This design comes from an exercise in tuning for small area, a short achievable clock period and few clock cycles on the open sky130 flow, not from production work.
Function was checked by simulation only, so behaviour that the tests miss may differ from the original.
No activity file was given, so power comes from the tool's default toggle rates.

### flow/run.sh
#!/bin/bash
# synth_recipe.tcl (not shown) runs the flow's synth.tcl, then flattens the netlist and writes it again
# the make line also repeats each setting of config.mk as NAME=value (left out here)
make -C /OpenROAD-flow-scripts/flow DESIGN_CONFIG=/design/flow/config.mk WORK_HOME=/design/flow/orfs CLKGATE_MAP_FILE= SYNTH_SCRIPT=/design/flow/synth_recipe.tcl finish
### flow/config.mk
export PLATFORM = sky130hd
export DESIGN_NAME = rq_core
export DESIGN_NICKNAME = rq_core
export VERILOG_FILES = /design/flow/design.v
export SDC_FILE = /design/flow/constraint.sdc
export NUM_CORES = 4
export LEC_CHECK = 0
export CAP_MARGIN = 20
export CORE_MARGIN = 2
export CORE_UTILIZATION = 40
export SETUP_SLACK_MARGIN = 5
export SLEW_MARGIN = 20
### flow/constraint.sdc
create_clock -name core_clock -period 12.0 [get_ports {clk}]
set_input_delay 2.4000 -clock core_clock [delete_from_list [all_inputs] [get_ports {clk}]]
set_output_delay 2.4000 -clock core_clock [all_outputs]
set_load 0.01 [all_outputs]
### flow/design.v
module rq_qnt_pre (
    input  wire [31:0] w,
    output wire [25:0] k         
);
    wire        s = w[31];
    wire [7:0]  e = w[30:23];
    wire [22:0] f = w[22:0];
    wire brw   = (f[6:0] < f[21:15]) ||
                 ((f[6:0] == f[21:15]) && (f[14:0] != 15'd0));
    wire exact = (e == 8'd127 && f[21:0] == 22'd0) || (e == 8'd126 && f == 23'd0);
    wire nan   = (e == 8'd255) && (f != 23'd0);
    wire big   = e[7];                       
    wire tiny  = ~e[7] & ~(e[6:4] == 3'b111) & ~(e[6:0] == 7'h6f);   
    wire [1:0] cls = (nan | tiny) ? 2'b01 : big ? 2'b10 : 2'b00;
    wire [4:0] a   = {~e[4], ~e[3:0]};
    assign k = {s, cls, exact, brw, a, f[22:7]};
endmodule
module rq_qnt (
    input  wire [25:0] k,
    output wire [15:0] q
);
    function [15:0] pfx_and16;
        input [15:0] x;
        integer l, j;
        begin
            pfx_and16 = x;
            for (l = 0; l < 4; l = l + 1)
                for (j = 0; j < 16; j = j + 1)
                    if (j[l]) pfx_and16[j] = pfx_and16[j] & pfx_and16[((j >> l) << l) - 1];
        end
    endfunction
    function [17:0] pfx_and18;
        input [17:0] x;
        integer l, j;
        begin
            pfx_and18 = x;
            for (l = 0; l < 5; l = l + 1)
                for (j = 0; j < 18; j = j + 1)
                    if (j[l]) pfx_and18[j] = pfx_and18[j] & pfx_and18[((j >> l) << l) - 1];
        end
    endfunction
    wire        s     = k[25];
    wire [1:0]  cls   = k[24:23];
    wire        exact = k[22];
    wire        brw   = k[21];
    wire [4:0]  a     = k[20:16];
    wire [15:0] fh    = k[15:0];        
    wire [2:0]  dl  = {1'b0, fh[1:0]} - {1'b0, 1'b1, 1'b0} - {2'b0, fh[15]} - {2'b0, brw};
    wire        bo  = ~(({1'b0, fh[1:0]}) >= (3'd2 + {2'b0, fh[15]} + {2'b0, brw}));
    wire [14:0] xh  = {1'b1, fh[15:2]};
    wire [15:0] bz = pfx_and16({~xh, bo});
    wire [16:0] pt  = {xh ^ bz[14:0], dl[1:0]};
    wire [16:0] t   = pt >> a;
    wire        inc = t[0] & (~s | ~exact);
    wire [16:0] x   = {s, t[16:1] ^ {16{s}}};
    wire [17:0] c   = pfx_and18({x, inc ^ s});
    wire [16:0] r   = x ^ c[16:0];
    wire        ovf = r[16] ^ r[15];
    assign q = cls[0]           ? 16'h0000 :
               (cls[1] | ovf)   ? {s, {15{~s}}} : r[15:0];
endmodule
module rq_core (
    input  wire        clk,
    input  wire        rst,         
    input  wire        cmd_valid,
    output wire        cmd_ready,
    input  wire [31:0] cmd_data,
    output reg         out_valid,
    output reg  [15:0] out_data
);
    localparam [1:0] ST_UNCONF = 2'd0, ST_READY = 2'd1, ST_ERROR = 2'd2;
    localparam [2:0] C_CFG_TARGET = 3'd1, C_CFG_RATES = 3'd2,
                     C_PROTOCOL   = 3'd3, C_ILLEGAL   = 3'd4;
    localparam integer P_HDR   = 0,    
                       P_CFG   = 1,    
                       P_PRATE = 2,    
                       P_DIV   = 3,    
                       P_CHK   = 4,    
                       P_EMIT0 = 5,    
                       P_EMIT1 = 6,    
                       P_SAMP  = 7,    
                       P_DROP  = 8;    
    function [32:0] bk_add;
        input [32:0] a, b;
        input        ci;
        reg   [32:0] g, p;
        integer i, j;
        begin
            g = a & b;
            p = a ^ b;
            g[0] = g[0] | (p[0] & ci);
            for (i = 1; i <= 6; i = i + 1)
                for (j = 2**i - 1; j < 33; j = j + 2**i) begin
                    g[j] = g[j] | (p[j] & g[j - 2**(i-1)]);
                    p[j] = p[j] & p[j - 2**(i-1)];
                end
            for (i = 6; i > 0; i = i - 1)
                for (j = 2**i + 2**(i-1) - 1; j < 33; j = j + 2**i) begin
                    g[j] = g[j] | (p[j] & g[j - 2**(i-1)]);
                    p[j] = p[j] & p[j - 2**(i-1)];
                end
            bk_add = (a ^ b) ^ {g[31:0], ci};
        end
    endfunction
    reg [1:0]  state;
    reg [2:0]  cause;
    reg [30:0] trate;         
    reg [8:0]  ph;            
    reg        rdy;           
    reg        is_err;        
    reg        first;         
    reg [31:0] rreg;          
    reg [23:0] remain;        
    reg [23:0] qr;            
    reg        qz;            
    reg [4:0]  cnt;           
    reg [32:0] acc;           
    reg        s_valid;
    reg [25:0] s_data;
    assign cmd_ready = rdy;
    wire       hs   = cmd_valid & rdy;
    wire [7:0] op   = cmd_data[31:24];
    wire [23:0] len = cmd_data[23:0];
    wire [25:0] kq;
    wire [15:0] q;
    rq_qnt_pre u_pre (.w(cmd_data), .k(kq));
    rq_qnt     u_qnt (.k(s_data), .q(q));
    wire        samp  = ph[P_SAMP] | ph[P_EMIT1];
    wire        cnt_z = (cnt == 5'd0);
    wire        bit_n = qr[23];
    wire [32:0] a_op  = samp ? {rreg, 1'b0} : {rreg[31], rreg};
    wire        cina  = ~first;
    wire [32:0] sum_a = bk_add(acc, ~a_op, cina);
    wire        a_neg = sum_a[32];
    wire        x_zero = ph[P_PRATE] | ph[P_CHK] | first;
    wire        x_dbl  = ph[P_DIV] & ~first;
    wire [32:0] x_b    = x_zero ? 33'd0 : x_dbl ? {acc[31:0], 1'b0} : acc;
    wire        z_sub  = ph[P_EMIT0] | samp;
    wire        z_t    = ph[P_PRATE] | ph[P_CHK] | (ph[P_DIV] & bit_n & ~cnt_z);
    wire [32:0] z_b    = z_sub ? ~{1'b0, trate, 1'b0} : z_t ? {2'b0, trate} : 33'd0;
    wire [32:0] sum_b  = bk_add(x_b, z_b, z_sub);
    wire        pick = acc[32] & ~qz;
    wire        rbad = rreg[31] | ~a_neg;    
    wire        ge   = ~a_neg;               
    wire        len_small = (len[23:10] == 14'd0);
    wire        hdr_ill = ~(cmd_data == 32'h0300_0000) & ~(cmd_data == 32'h0100_0000) &
                          ~(op == 8'h02) & (state != ST_ERROR);
    wire        cfg_err = (state == ST_UNCONF) & (cmd_data[31] | (cmd_data == 32'd0));
    wire        samp_hs = (ph[P_SAMP] | ph[P_EMIT1]) & hs;
    wire        acc_a   = (ph[P_DIV] & ~first & ge) | (samp_hs & pick);
    wire        acc_en  = acc_a | (ph[P_PRATE] & hs) | ph[P_DIV] | ph[P_CHK] | ph[P_EMIT0] | samp_hs;
    wire        qr_ld     = ph[P_HDR] & hs;
    wire        qr_inc_en = (ph[P_DIV] & ~first & ge) | (ph[P_CHK] & ge);
    wire        qr_shl    = ph[P_DIV] & (first | ~ge) & ~cnt_z;
    wire        qr_dec_en = samp_hs & pick;
    wire [23:0] qr_inc = qr + 24'd1;
    wire [23:0] qr_dec = qr - 24'd1;
    wire        qr_one = (qr == 24'd1);
    wire [23:0] rm_dec = remain - 24'd1;
    wire        rm_one = (remain == 24'd1);
    wire        rm_z   = (remain == 24'd0);
    reg [8:0]  nph;
    always @* begin
        nph = ph;
        if (hs & (ph[P_SAMP] | ph[P_DROP] | ph[P_EMIT1]) & rm_one) begin
            nph = 9'd0; nph[P_HDR] = 1'b1;
        end else if (ph[P_EMIT1]) begin
            nph = 9'd0;
            if (rm_z)        nph[P_HDR]  = 1'b1;
            else if (is_err) nph[P_DROP] = 1'b1;
            else             nph[P_SAMP] = 1'b1;
        end else if (ph[P_HDR] & hs) begin
            nph = 9'd0;
            if (cmd_data == 32'h0300_0000)      nph[P_HDR]   = 1'b1;
            else if (cmd_data == 32'h0100_0000) nph[P_CFG]   = 1'b1;
            else if (op == 8'h02)               nph[P_PRATE] = 1'b1;
            else if (state != ST_ERROR)         nph[P_EMIT0] = 1'b1;
            else                                nph[P_HDR]   = 1'b1;
        end else if (ph[P_CFG] & hs) begin
            nph = 9'd0;
            if (state == ST_ERROR)                              nph[P_HDR]   = 1'b1;
            else if (state == ST_READY)                         nph[P_EMIT0] = 1'b1;
            else if (cmd_data[31] || cmd_data == 32'd0)         nph[P_EMIT0] = 1'b1;
            else                                                nph[P_HDR]   = 1'b1;
        end else if (ph[P_PRATE] & hs) begin
            nph = 9'd0;
            if (state == ST_ERROR)       nph[rm_z ? P_HDR : P_DROP] = 1'b1;
            else if (state == ST_UNCONF) nph[P_EMIT0] = 1'b1;
            else                         nph[P_DIV]   = 1'b1;
        end else if (ph[P_DIV]) begin
            if (first ? rbad : (!ge && cnt_z)) begin
                nph = 9'd0;
                nph[first ? P_EMIT0 : P_CHK] = 1'b1;
            end
        end else if (ph[P_CHK]) begin
            nph = 9'd0; nph[P_EMIT0] = 1'b1;
        end else if (ph[P_EMIT0]) begin
            nph = 9'd0; nph[P_EMIT1] = 1'b1;
        end
    end
    always @(posedge clk) begin
        s_data   <= kq;
        out_data <= ph[P_EMIT0] ? (is_err ? 16'he000 : {8'h10, qr[23:16]}) :
                    ph[P_EMIT1] ? (is_err ? {13'd0, cause} : qr[15:0]) : q;
        if (rst) begin
            state     <= ST_UNCONF;
            cause     <= 3'd0;
            ph        <= 9'd1;
            rdy       <= 1'b1;
            out_valid <= 1'b0;
            s_valid   <= 1'b0;
            first     <= 1'b0;
        end else begin
            ph        <= nph;
            rdy       <= nph[P_HDR] | nph[P_CFG] | nph[P_PRATE] | nph[P_SAMP] | nph[P_DROP] |
                         (nph[P_EMIT1] & ~is_err & ~rm_z);
            out_valid <= s_valid | ph[P_EMIT0] | ph[P_EMIT1];
            if (acc_en) acc <= acc_a ? sum_a : sum_b;
            if (qr_ld | qr_inc_en | qr_shl | qr_dec_en)
                qr <= qr_ld ? (len_small ? {len[9:0], 14'd0} : len) :
                      qr_inc_en ? qr_inc : qr_shl ? {qr[22:0], 1'b0} : qr_dec;
            if (qr_ld) cnt <= len_small ? 5'd10 : 5'd24;
            else if (qr_shl) cnt <= cnt - 5'd1;
            if (ph[P_PRATE] & hs) rreg <= cmd_data;
            else if (ph[P_EMIT0]) rreg <= sum_a[31:0];      
            if (ph[P_HDR] & hs) remain <= hdr_ill ? 24'd0 : len;
            else if ((ph[P_SAMP] | ph[P_EMIT1] | ph[P_DROP]) & hs) remain <= rm_dec;
            if (ph[P_EMIT0]) qz <= (qr == 24'd0);
            else if (qr_dec_en) qz <= qr_one;
            s_valid <= samp_hs & pick;
            if (ph[P_PRATE] & hs) first <= (state == ST_READY);
            else if (ph[P_DIV]) first <= 1'b0;
            if (ph[P_HDR] & hs) begin
                if (cmd_data == 32'h0300_0000) begin
                    state <= ST_UNCONF;
                    cause <= 3'd0;
                end else if (hdr_ill) begin
                    state  <= ST_ERROR;
                    cause  <= C_ILLEGAL;
                    is_err <= 1'b1;
                end
            end
            if (ph[P_CFG] & hs & (state != ST_ERROR)) begin
                if (state == ST_READY) begin
                    state  <= ST_ERROR;
                    cause  <= C_PROTOCOL;
                    is_err <= 1'b1;
                end else if (cfg_err) begin
                    state  <= ST_ERROR;
                    cause  <= C_CFG_TARGET;
                    is_err <= 1'b1;
                end else begin
                    trate <= cmd_data[30:0];
                    state <= ST_READY;
                end
            end
            if (ph[P_PRATE] & hs) begin
                if (state == ST_UNCONF) begin
                    state  <= ST_ERROR;
                    cause  <= C_PROTOCOL;
                    is_err <= 1'b1;
                end else if (state == ST_READY) begin
                    is_err <= 1'b0;
                end
            end
            if (ph[P_DIV] & first & rbad) begin
                state  <= ST_ERROR;
                cause  <= C_CFG_RATES;
                is_err <= 1'b1;
            end
        end
    end
endmodule
==> results of run 1 <==
-- cell usage after synthesis (21+ instances only) --
cell,count,area share (%)
xnor2_1,63,3.4
dfxtp_1,60,7.3
inv_1,71,1.6
a21o_1,21,0.96
nor3_1,63,1.9
a31oi_1,23,0.88
fa_1,34,4.2
clkbuf_1,98,2.2
a211oi_1,38,1.7
o22ai_1,30,1.1
nand3_1,41,1.3
edfxtp_1,151,28
mux2i_1,38,2.3
o21ai_0,122,3.7
mux2_2,22,1.5
nor2_1,188,4.3
ha_1,90,6.9
xor2_1,54,2.9
nand2_1,195,4.5
a21oi_1,107,3.3
-- area by class of cell --
type                       count  area, um^2  area share (%)
inverter                      74         278            1.54
timing repair buffer          82         746            4.12
antenna                        1        2.50          0.0138
clock inverter                12        53.8           0.297
tap                          532         666            3.68
multi-input combinational   1452        9950            55.0
clock buffer                  33         666            3.68
sequential                   211        5740            31.7
-- tightest hold or removal path: cells and delay by family, from the launching register on --
kind          cells  cell delay [ps]
flops             1              310
simple gates      2              120
-- registers in the layout, summed over array words and instances (netlist names) --
| name | flops |
|---|---|
| rdy | 1 |
| cause | 3 |
| out_data | 16 |
| s_valid | 1 |
| trate | 31 |
| rreg | 32 |
| is_err | 1 |
| cnt | 5 |
| out_valid | 1 |
| ph | 9 |
| first | 1 |
| acc | 33 |
| qr | 24 |
| qz | 1 |
| s_data | 26 |
| remain | 24 |
| state | 2 |
-- stage by stage --
step | worst slack (ps) | hold slack, ps | instance area (um^2)
6_report | 5660 | 472 | 18100
2_1_floorplan | 5730 | 415 | 16400
3_5_place_dp | 5690 | 461 | 17400
4_1_cts | 5660 | 482 | 18100
5_1_grt | 5300 | 542 | 18100
3_3_place_gp | 5690 | 470 | 17400
-- how the worst max path moves through the flow --
stage,startpoint,endpoint,slack (ps),cells past startpoint
5_1_grt,ph[6]$_SDFF_PP0_,qr[2]$_DFFE_PP_,5300,16
2_1_floorplan,ph[6]$_SDFF_PP0_,qr[0]$_DFFE_PP_,5730,17
6_report,ph[6]$_SDFF_PP0_,qr[20]$_DFFE_PP_,5660,16
3_3_place_gp,cmd_data[10],rdy$_SDFF_PP1_,5690,12
3_5_place_dp,ph[6]$_SDFF_PP0_,qr[9]$_DFFE_PP_,5690,16
4_1_cts,ph[6]$_SDFF_PP0_,qr[9]$_DFFE_PP_,5660,16
-- power by group through the flow --
| stage | logic (uW) | clock network (uW) | registers (uW) |
|---|---|---|---|
| 2_1_floorplan | 451 | 0 | 916 |
| 4_1_cts | 626 | 716 | 930 |
| 6_report | 629 | 700 | 931 |
| 3_3_place_gp | 608 | 0 | 944 |
| 5_1_grt | 702 | 739 | 938 |
| 3_5_place_dp | 622 | 0 | 945 |
-- logic make-up (layout without fill, tap and decap cells) --
kind of cell | count (synthesis) | after routing
other | 0 | 1
buffers and inverters | 190 | 201
adder cells (fa/ha/maj) | 125 | 125
AND/OR/NAND/NOR | 656 | 656
XOR/XNOR | 117 | 117
multiplexers | 62 | 62
AO/OA/AOI/OAI | 492 | 492
flip-flops | 211 | 211
-- layer usage --
layer / share of wire, % / global-route usage, %
met1: 46 / 35.5
met4: 2.2 / 6.33
met2: 45 / 38.3
met3: 7.0 / 2.98
met5: 0 / 0
==> summary.md, run 1 <==
| Metric | Value |
|---|---|
| Post_cts resized | 0 |
| P_int | 1520 uW |
| Setup violations, final | 0 |
| Layout Utilization | 44.5% |
| Ys flop type | edfxtp_1 |
| Area delta synth->final | 10.6% |
| Initial core utilization | 40.3% |
| Tmin final | 6340 ps |
| Slew @ Worst Pin | 1000 ps |
| Lkg Pwr | 0.00672 uW |
| Sw Pwr | 744 uW |
| Bufs on Longest Clock Path | 3 |
| First-pass GRT wire length | 80700 um |
| RSZ-0062 raised after global routing | no |
| Simple-Gate Fraction of Synth Area | 19.2% |
| DR WL/cell | 21.4 um |
| CP Data Required Time | 12210 ps |
| Initial DRC count | 1875 |
| Slowest cell on the critical path | dfxtp_1 |
| Initial antenna violation count | 3 |
| Final hold vios | 0 |
| Synth Area in Adders | 11.1% |
| Final std cells w/o fill | 2397 |
| Distinct cell type count after synthesis | 94 |
| Reg2reg start | ph[6]$_SDFF_PP0_ |
| Ports | 53 |
| Die Y | 206 um |
| Post-Route WL | 51400 um |
| Final Skew | 15.7 ps |
| Largest family of logic cells by synthesized area | compound AO/OA/AOI/OAI gates |
| Placer Congestion | 0.910 |
| Maxcap violations | 0 |
| Post-synth EDFFs | 151 |
| Post-synthesis cell area | 16400 um^2 |
| Commonest non-fill, non-tap cell in the layout | nand2_1 |
| Post-synthesis sequential area ratio | 35.0% |
| GR Util All Layers | 24.4% |
| Post-DP HPWL | 37100 um |
| Min-Delay Endpoint | out_valid$_SDFF_PP0_ |
| Crit Path Class | reg2reg |
| Reg power frac | 41.2% |
| Reg clk slew, reported paths | 60 ps |
| H-tree depth | 1 |
| Crit-path most repeated cell | buf_4 |
| Post-synthesis xor/xnor area fraction | 6.26% |
| Core ar. | 40600 um^2 |
| Max Slew Vio Count | 0 |
| Largest net degree at the start of global routing | 46 |
| Crit-path leading delay family | simple AND/OR/NAND/NOR gates |
| Compound-cell area share of the yosys netlist | 19.7% |
| R2R depth | 16 |
| Worst skew pair latency | 550 ps |
| FILL cells | 3934 |
| Syn Nets | 2012 |
| Inst Count DP | 2351 |
| FMAX | 0.158 GHz |
| Mean Syn Cell Area | 8.83 um^2 |
| CTS sink count | 211 |
| Clock network fraction of total power | 31.0% |
| Crit path DAT | 6550 ps |
| Via count | 14300 |
| Mux contribution to synthesized area | 4.11% |
| Design Power | 2260 uW |
| Yosys reg bits | 211 |
| GRT overflow | 0 |
| Fin Setup TNS | 0 ps |
| CTS tree | yes |
| Syn. warnings | 2 |
| Post-DR vias/cell | 5.97 |
| Max rail drop VDD | 104 uV |
| Layout net count | 2005 |
| Hold buffer count at cts | 0 |
| Vias in the first global route | 13900 |
| Comb power frac | 27.8% |
| Reg2Reg Capture Point | qr[20]$_DFFE_PP_ |
| Max FO, Critical Path | 31 |
| Share of layout cells above drive strength 1 | 6.81% |
| CTS Buf Count | 25 |
| Period utilisation layout | 52.9% |
| Status | finished clean |
| Commonest cells after routing, fill and taps aside | nand2_1, nor2_1, edfxtp_1 |
| Critical Path Max Stage Delay | 710 ps |
| Residual DRC | 0 |
| Worst min-delay path startpoint | s_valid$_SDFF_PP0_ |
| CP cell instances | or2_2, buf_4, mux2i_1, ha_1, nand4_1, or3_1, or3_1, o32ai_1, or4_1, and3_1, mux2i_2, buf_4, nor2_1, buf_4, a31oi_2, buf_4 |
| Pwr Density | 125 nW/um^2 |
| Post-CTS Setup Inserts | 0 |
| Total die area | 42500 um^2 |
| Root Buffer Master | clkbuf_16 |
| HP Class | reg2reg |
| Ys async rst share | 0% |
| Port buffer count | 52 |
| Cells on Worst Hold Path | 2 |
| Startpoint Class | flop |
| Sw Share | 32.9% |
| Relative slew slack | 32.9% |
| # rows | 74 |
| Antenna Violating Nets Remaining | 0 |
| Pre-Repair DR Iteration Count | 8 |
| R2R Setup Slk | 5660 ps |
| Critical path capture point type | flop |
| Post-Syn Instances | 1853 |
| Die Span X | 206 um |
| Number of buffers and inverters on the critical path | 4 |
Testbench counts, summed over its fixed seeds: cycles 77,638.
==> run 2: changes to the inputs <==
--- a/flow/config.mk
+++ b/flow/config.mk
@@ -9,4 +9,3 @@
 export CORE_MARGIN = 2
 export CORE_UTILIZATION = 40
-export SETUP_SLACK_MARGIN = 5
 export SLEW_MARGIN = 20
==> summary.md, run 2 <==
| Metric | Value |
|---|---|
| DR WL/cell | 21.4 um (unchanged) |
| Top reg by flops | acc |
| Top Registers | acc (33), rreg (32), trate (31) |
| GRT overflow | 0 (unchanged) |
| Critical path capture point type | flop |
| R2R Setup Slk | 5660 ps (about the same) |
| Max Slew Vio Count | 0 (unchanged) |
| Crit-path most repeated cell | buf_4 |
| Yosys reg bits | 211 (unchanged) |
| Crit Path Class | reg2reg |
| Crit path DAT | 6550 ps (about the same) |
| # rows | 74 (unchanged) |
| First-pass GRT wire length | 80700 um (unchanged) |
| Startpoint Class | flop |
| CTS tree | yes |
| Initial core utilization | 40.3% (unchanged) |
| Post-Syn Instances | 1853 (unchanged) |
| Post-Route WL | 51400 um (unchanged) |
| Lkg Pwr | 0.00672 uW (unchanged) |
| Max rail drop VDD | 104 uV (unchanged) |
| Count leader, synth | nand2_1 |
| Share of layout cells above drive strength 1 | 6.81% (unchanged) |
| FILL cells | 3934 (unchanged) |
| HP Class | reg2reg |
| Worst skew pair latency | 550 ps (about the same) |
| Vias in the first global route | 13900 (unchanged) |
| Post-DR vias/cell | 5.97 (unchanged) |
| Antenna Violating Nets Remaining | 0 (unchanged) |
| Port buffer count | 52 (unchanged) |
| Post-route cell area | 18100 um^2 (unchanged) |
| Pwr Density | 125 nW/um^2 (unchanged) |
| CTS Buf Count | 25 (unchanged) |
| Hold buffer count at cts | 0 (unchanged) |
| Post_cts resized | 0 (unchanged) |
| Final Skew | 15.7 ps (unchanged) |
| Max reg flops | 33 (unchanged) |
| Via count | 14300 (unchanged) |
| Placer Congestion | 0.910 (unchanged) |
| Number of buffers and inverters on the critical path | 4 (unchanged) |
| Initial antenna violation count | 3 (unchanged) |
| Residual DRC | 0 (unchanged) |
| Crit-path leading delay family | simple AND/OR/NAND/NOR gates |
| Synth top area cells | edfxtp_1, dfxtp_1, ha_1 |
| CP startpoint | ph[6]$_SDFF_PP0_ |
| Ys flop type | edfxtp_1 |
| Syn Nets | 2012 (unchanged) |
| R2R depth | 16 (unchanged) |
| Most frequent cells after synthesis | nand2_1, nor2_1, edfxtp_1 |
| Initial DRC count | 1875 (unchanged) |
| Mean Syn Cell Area | 8.83 um^2 (unchanged) |
| Yosys top cell area share | 27.7% (unchanged) |
| Slowest cell on the critical path | dfxtp_1 |
| Post-synthesis cell area | 16400 um^2 (unchanged) |
| Cells on Worst Hold Path | 2 (unchanged) |
| Commonest non-fill, non-tap cell in the layout | nand2_1 |
| Largest net degree at the start of global routing | 46 (unchanged) |
| GR Util All Layers | 24.4% (unchanged) |
| Reg2Reg Capture Point | qr[20]$_DFFE_PP_ |
| Die Y | 206 um (unchanged) |
| Post-DP Area | 17400 um^2 (unchanged) |
| Slew @ Worst Pin | 1000 ps (unchanged) |
| Reg2reg start | ph[6]$_SDFF_PP0_ |
| Reg clk slew, reported paths | 60 ps (about the same) |
| Post-synthesis sequential area ratio | 35.0% (unchanged) |
| RSZ-0062 raised after global routing | no |
| H-tree depth | 1 (unchanged) |
| Post-DP HPWL | 37100 um (unchanged) |
| CP Data Required Time | 12210 ps (about the same) |
| Period utilisation layout | 52.9% (unchanged) |
| Post-synth EDFFs | 151 (unchanged) |
| CTS sink count | 211 (unchanged) |
| Syn. warnings | 2 (unchanged) |
| CP cell instances | or2_2, buf_4, mux2i_1, ha_1, nand4_1, or3_1, or3_1, o32ai_1, or4_1, and3_1, mux2i_2, buf_4, nor2_1, buf_4, a31oi_2, buf_4 |
| Bufs on Longest Clock Path | 3 (unchanged) |
| Dominant cell type by area after synthesis | edfxtp_1 |
| Distinct cell type count after synthesis | 94 (unchanged) |
| Total die area | 42500 um^2 (unchanged) |
| Status | finished clean |
| Worst setup path end | qr[20]$_DFFE_PP_ |
| Pre-Repair DR Iteration Count | 8 (unchanged) |
| Crit. path cell count | 16 (unchanged) |
| Critical Path Max Stage Delay | 710 ps (about the same) |
| Maxcap violations | 0 (unchanged) |
| Setup violations, final | 0 (unchanged) |
| Final hold vios | 0 (unchanged) |
| Core ar. | 40600 um^2 (unchanged) |
| Area delta synth->final | 10.6% (unchanged) |
| FMAX | 0.158 GHz (unchanged) |
| Root Buffer Master | clkbuf_16 |
| Max FO, Critical Path | 31 (unchanged) |
| Die Span X | 206 um (unchanged) |
| Relative slew slack | 32.9% (unchanged) |
| Fin Setup TNS | 0 ps (unchanged) |
| Ports | 53 (unchanged) |
| Post-CTS Setup Inserts | 0 (unchanged) |
| Tmin final | 6340 ps (unchanged) |
| Layout net count | 2005 (unchanged) |
| Ys async rst share | 0% (unchanged) |
| Commonest cells after routing, fill and taps aside | nand2_1, nor2_1, edfxtp_1 |
-- run 2: worst min path at each step --
stage,endpoint,slack [ps],start
2_1_floorplan,out_valid$_SDFF_PP0_,420,s_valid$_SDFF_PP0_
3_3_place_gp,out_valid$_SDFF_PP0_,470,s_valid$_SDFF_PP0_
3_5_place_dp,out_valid$_SDFF_PP0_,460,s_valid$_SDFF_PP0_
4_1_cts,out_valid$_SDFF_PP0_,480,s_valid$_SDFF_PP0_
5_1_grt,out_valid$_SDFF_PP0_,540,s_valid$_SDFF_PP0_
6_report,out_valid$_SDFF_PP0_,470,s_valid$_SDFF_PP0_
-- run 2: power by group --
part | internal (uW) | switching (uW) | total (uW) | leakage (uW)
Clock | 387 | 313 | 700 | 0.000352
Combinational | 261 | 369 | 629 | 0.00449
Sequential | 869 | 62.2 | 931 | 0.00188
Total | 1520 | 744 | 2260 | 0.00672
-- run 2: per-stage QoR --
step	cells	power (uW)	util, %	setup WS, ps	hold WS (ps)
2_1_floorplan	1853	1370	-	5730	415
3_3_place_gp	2351	1550	42.7	5690	470
3_5_place_dp	2351	1570	42.7	5690	461
4_1_cts	2396	2270	44.5	5660	482
5_1_grt	2396	2380	44.5	5300	542
6_report	2397	2260	44.5	5660	472
-- run 2: cell type report --
class                           instances  area, um^2  area share [%]
Inverter                               74         278            1.54
Clock inverter                         12        53.8           0.297
Multi-Input combinational cell       1452        9950            55.0
Timing Repair Buffer                   82         746            4.12
Clock buffer                           33         666            3.68
Sequential cell                       211        5740            31.7
Antenna cell                            1        2.50          0.0138
Tap cell                              532         666            3.68
-- run 2: cells by family (layout without fill, tap and decap cells) --
logic type / count (synthesis) / in the layout / share of synthesized area [%]
AND/OR/NAND/NOR: 656 / 656 / 19.2
AO/OA/AOI/OAI: 492 / 492 / 19.7
flip-flops: 211 / 211 / 35.0
buffers and inverters: 190 / 201 / 4.53
adder cells (fa/ha/maj): 125 / 125 / 11.1
XOR/XNOR: 117 / 117 / 6.26
multiplexers: 62 / 62 / 4.11
other: 0 / 1 / 0
-- run 2: layer usage --
metal  wire length [um]  global-route usage, %  up-vias
met4               1130                   6.33        0
met1              23700                   35.5     6933
met5                  0                      0        -
li1                   -                      -     6802
met3               3590                   2.98       67
met2              23000                   38.3      504
-- run 2: worst reg2reg max path: cells and delay by family (launching register included) --
family,cells,cell delay (ps)
compound gates,2,590
mux,2,720
simple gates,7,2240
fa+ha+maj,1,200
flops,1,710
buf+inv,4,1520

-- what the ideal ports hide --
The results above use ideal ports. As a check the final layouts listed here were re-extracted and re-timed, cells and wires unchanged. Step 1: set_driving_cell puts a clkbuf_16 on clk and a buf_2 on each other input, an assumption about the parent block. Step 2 times the ports against the registers' clock, not the clock port: input delays grow and output delays shrink by t, the midpoint of the rising clock arrivals with the driver on. Three values: no drivers, after step 1, after step 2; two values: the first two.
run | t (ns) | setup slack, ns | clock arrival spread, ns | slew at the worst register clock pin (ns) | worst data-port slew with drivers (ns)
run 1 | 0.595 | 5.657 / 5.657 / 5.657 | 0.017 / 0.017 | 0.06 / 0.06 | 0.06
run 2 | 0.595 | 5.657 / 5.657 / 5.657 | 0.017 / 0.017 | 0.06 / 0.06 | 0.06
After both steps setup and hold are still met in every run listed.
